Context: an optimization exercise on an open-source flow, tuned for small area, a short achievable clock period and few clock cycles per item. The choices shown serve that exercise and are no tape-out recipe.
Function was checked by simulation only, so behaviour that the tests miss may differ from the original.
The clock port is modelled as an ideal driver; clocking choices that lean on that would not hold on a real chip.
Power figures rest on the tool's default switching activity, not on a simulated workload.

Design mnet_codec, start of the top module:
module mnet_codec (
    input  wire        clk,
    input  wire        rst,
    input  wire        key_wr,
    input  wire [2:0]  key_len,
    input  wire [47:0] key_data,
    input  wire        tx_hdr_valid,
    output wire        tx_hdr_ready,
    input  wire [7:0]  tx_dst,
    input  wire [7:0]  tx_src,
    input  wire [15:0] tx_type,
    input  wire [7:0]  tx_len,
    input  wire        tx_obf,
    input  wire        tx_pl_valid,
    output wire        tx_pl_ready,
    input  wire [7:0]  tx_pl_data,
    output wire        line_tx_valid,
    input  wire        line_tx_ready,
    output wire [7:0]  line_tx_data,
    input  wire        line_rx_valid,
    input  wire [7:0]  line_rx_data,
    input  wire        rx_obf,
    output wire        rx_valid,
    output wire [7:0]  rx_data,
    output wire        rx_end,
    output wire [7:0]  rx_status
);
    reg [47:0] key;
    reg [3:0]  klast;
    wire key_ok = key_wr && (key_len[2] ? (key_len[1:0] != 2'd3) : (key_len[1:0] == 2'd3));
    always @(posedge clk) begin
        if (rst)
            klast <= 4'd0;
        else if (key_ok)
            klast <= {key_len == 3'd6, key_len == 3'd5, key_len == 3'd4, key_len == 3'd3};
    end
    always @(posedge clk) begin
        if (key_ok)
            key <= key_data;
    end
    mnet_tx u_tx (
        .clk       (clk),
        .rst       (rst),
        .key       (key),
        .klast     (klast),
  ...
For scale: roughly 220 flip-flops, roughly 150 I/O pins, about 10,000 um^2 of cells after synthesis.
==> flow/config.mk <==
export PLATFORM = sky130hd
export DESIGN_NAME = mnet_codec
export DESIGN_NICKNAME = mnet_codec
export VERILOG_FILES = /design/flow/design.v
export SDC_FILE = /design/flow/constraint.sdc
export NUM_CORES = 4
export LEC_CHECK = 0
export ABC_CLOCK_PERIOD_IN_PS = 2000
export CAP_MARGIN = 20
export CORE_MARGIN = 2
export CORE_UTILIZATION = 40
export SETUP_SLACK_MARGIN = 2.5
export SLEW_MARGIN = 20
==> flow/constraint.sdc <==
create_clock -name core_clock -period 4.5 [get_ports {clk}]
set_input_delay 0.9000 -clock core_clock [delete_from_list [all_inputs] [get_ports {clk}]]
set_output_delay 0.9000 -clock core_clock [all_outputs]
set_load 0.01 [all_outputs]
run.sh (not shown) runs the stock make flow with config.mk's settings and CLKGATE_MAP_FILE= SYNTH_SCRIPT=/design/flow/synth_recipe.tcl, a recipe that flattens the netlist after the stock synthesis.
The starting point passed the timing, design-rule and antenna checks.
Testbench counts at the start, summed over its fixed seeds: cycles 27,589, items 384.
Edit:
Settings changed: ABC_CLOCK_PERIOD_IN_PS 2000 to 1700, SETUP_SLACK_MARGIN 2.5 to 2.8.
- The new run went through all stages and came out clean
- routed wire length climbs by a few percent
- design area grows by a few percent
- power climbs slightly
- worst setup slack gets better by 95 ps
- area after synthesis does not change
- via count grows slightly
- flip-flop and latch count stays the same
- count of clock-buffer cells in the layout decreases by 5
- core utilization rose by 3.0 points

========
Another version of the RTL of mnet_codec (not shown whole).
Size in the first run: ~960 cells after synthesis, ~230 flip-flops, about 10000 um2 of cells after synthesis.
Settings: LEC_CHECK=0, CAP_MARGIN=5, CORE_MARGIN=2, CORE_UTILIZATION=60, CTS_CLUSTER_DIAMETER=80, CTS_CLUSTER_SIZE=20, PLACE_DENSITY=0.8, SETUP_SLACK_MARGIN=2.6, SLEW_MARGIN=5; clock period 4.5 ns.
standard.sh (not shown) runs the stock make flow with config.mk's settings and CLKGATE_MAP_FILE= SYNTH_SCRIPT=/design/flow/synth_recipe.tcl, a recipe that flattens the netlist after the stock synthesis.
==> flow/flow/run.sh <==
#!/bin/bash
# The standard layout with two changes:
#  - plain buf_1 cells as the port buffers (the standard flow picks a delay
#    buffer); ORFS's repair resizes them as needed;
#  - after CTS, the clock tree's middle level is removed, so the root buffer
#    drives the leaf buffers directly (collapse_cts.tcl).
set -euo pipefail
export BUFFER_PORTS_ARGS="-buffer_cell sky130_fd_sc_hd__buf_1"
export RESULTS=$PWD/orfs/results/$FLOW_PLATFORM/mnet_codec/base
bash standard.sh cts > standard_cts.log 2>&1
openroad -no_init -exit flow/collapse_cts.tcl > collapse_cts.log 2>&1
touch $RESULTS/4_cts.sdc
bash standard.sh finish > standard_finish.log 2>&1
==> flow/flow/collapse_cts.tcl <==
# Make the clock tree two levels deep: the root buffer drives every leaf
# buffer directly, in place of the middle level TritonCTS builds. All leaf
# buffers stay at the same depth, so the tree stays balanced.
set results $::env(RESULTS)
read_db $results/4_cts.odb
set block [ord::get_db_block]
set clknet [$block findNet clk]
set roots {}
foreach it [$clknet getITerms] { lappend roots [$it getInst] }
if {[llength $roots] != 1} { error "clock port drives [llength $roots] cells" }
set root [lindex $roots 0]
set rootnet [[$root findITerm X] getNet]
set mids {}
foreach it [$rootnet getITerms] {
  if {[$it isOutputSignal]} continue
  set inst [$it getInst]
  if {[string match "sky130_fd_sc_hd__clkbuf_*" [[$inst getMaster] getName]]} { lappend mids $inst }
}
set n 0
foreach m $mids {
  set onet [[$m findITerm X] getNet]
  set loads {}
  foreach it [$onet getITerms] { if {![$it isOutputSignal]} { lappend loads $it } }
  set ok 1
  foreach it $loads {
    if {![string match "sky130_fd_sc_hd__clkbuf_*" [[[$it getInst] getMaster] getName]]} { set ok 0 }
  }
  if {!$ok} continue
  foreach it $loads { $it disconnect; $it connect $rootnet }
  [$m findITerm A] disconnect
  [$m findITerm X] disconnect
  odb::dbInst_destroy $m
  odb::dbNet_destroy $onet
  incr n
}
puts "root [$root getName]: removed $n middle clock buffers"
write_db $results/4_cts.odb
Testbench counts at the start, summed over its fixed seeds: cycles 27,589, items 384.
Next try:
--- a/flow/config.mk
+++ b/flow/config.mk
@@ -12,4 +12,4 @@
 export CTS_CLUSTER_SIZE = 20
-export PLACE_DENSITY = 0.8
 export SETUP_SLACK_MARGIN = 2.6
 export SLEW_MARGIN = 5
+export TNS_END_PERCENT = 30
=>
- cell area is about the same
- area after synthesis stays the same
- power falls by 0.39%
- non-clock buffer count rose by 1
- global-route usage goes down by 0.70 points
- fmax decreases by 4.0%
- via count goes down by 1.7%
- die area stays the same
- worst setup slack loses 0.079 ns
- critical path depth does not change
Next try:
--- a/flow/config.mk
+++ b/flow/config.mk
@@ -14,2 +14 @@
 export SLEW_MARGIN = 5
-export TNS_END_PERCENT = 30
Register-to-register slack gains 0.12 ns.
Cell count barely changes.
Hold slack stays flat.
Wire length decreases slightly.
Core utilization stays flat.
Die area stays the same.
Synthesized area is unchanged.
Setup slack gains 0.12 ns.
Next try:
--- a/flow/config.mk
+++ b/flow/config.mk
@@ -7,3 +7,3 @@
 export LEC_CHECK = 0
-export CAP_MARGIN = 5
+export CAP_MARGIN = 20
 export CORE_MARGIN = 2
@@ -12,3 +12,4 @@
 export CTS_CLUSTER_SIZE = 20
+export GPL_TIMING_DRIVEN = 0
 export SETUP_SLACK_MARGIN = 2.6
-export SLEW_MARGIN = 5
+export SLEW_MARGIN = 20
Wire length increases by 7.8%.
Die area stays the same.
Synthesized area stays the same.
Register-to-register slack is worse by 0.08 ns.
Next try:
--- a/flow/config.mk
+++ b/flow/config.mk
@@ -7,3 +7,3 @@
 export LEC_CHECK = 0
-export CAP_MARGIN = 20
+export CAP_MARGIN = 5
 export CORE_MARGIN = 2
@@ -12,4 +12,3 @@
 export CTS_CLUSTER_SIZE = 20
-export GPL_TIMING_DRIVEN = 0
-export SETUP_SLACK_MARGIN = 2.6
-export SLEW_MARGIN = 20
+export SETUP_SLACK_MARGIN = 2.65
+export SLEW_MARGIN = 5
Outcome: Die area stays the same. Power falls by 0.62%. Combinational power falls by about 2%. Global-route usage falls by 1.8 points. Register-to-register slack is better by 0.08 ns.

==> static timing again, ports no longer ideal <==
The results above use ideal ports. As a check the final layouts listed here were re-extracted and re-timed, cells and wires unchanged. Step 1 (the two cells are an assumption about what drives the block):
set clk [get_ports {clk}]
set_driving_cell -lib_cell sky130_fd_sc_hd__clkbuf_16 $clk
set_driving_cell -lib_cell sky130_fd_sc_hd__buf_2 [delete_from_list [all_inputs] $clk]
Step 2 moves the port delays by t, midway between the first and last clock arrival at a register: inputs arrive t later, outputs are due t later. That takes back most of the time a late clock gives input paths. Three values: no drivers, after step 1, after step 2; two values: the first two.
run | shift t [ns] | slack for setup (ns) | hold WS [ns]
the first run of note 1 | 0.583 | 2.167 / 2.167 / 1.648 | 0.474 / 0.474 / 0.474
the second run of note 1 | 0.565 | 2.262 / 2.262 / 1.835 | 0.475 / 0.475 / 0.475
the first run of note 2 | 0.468 | 2.622 / 2.578 / 2.184 | 0.443 / 0.443 / 0.443
the second run of note 2 | 0.460 | 2.543 / 2.498 / 2.171 | 0.456 / 0.456 / 0.456
the third run of note 2 | 0.466 | 2.661 / 2.614 / 2.243 | 0.456 / 0.456 / 0.456
the fourth run of note 2 | 0.466 | 2.637 / 2.594 / 2.195 | 0.445 / 0.445 / 0.445
the fifth run of note 2 | 0.458 | 2.644 / 2.602 / 2.294 | 0.463 / 0.463 / 0.463
After both steps setup and hold are still met in every run listed. The setup slack of the first run of note 1, which loses most, moves by 0.000 ns with the drivers and by -0.519 ns with both steps.
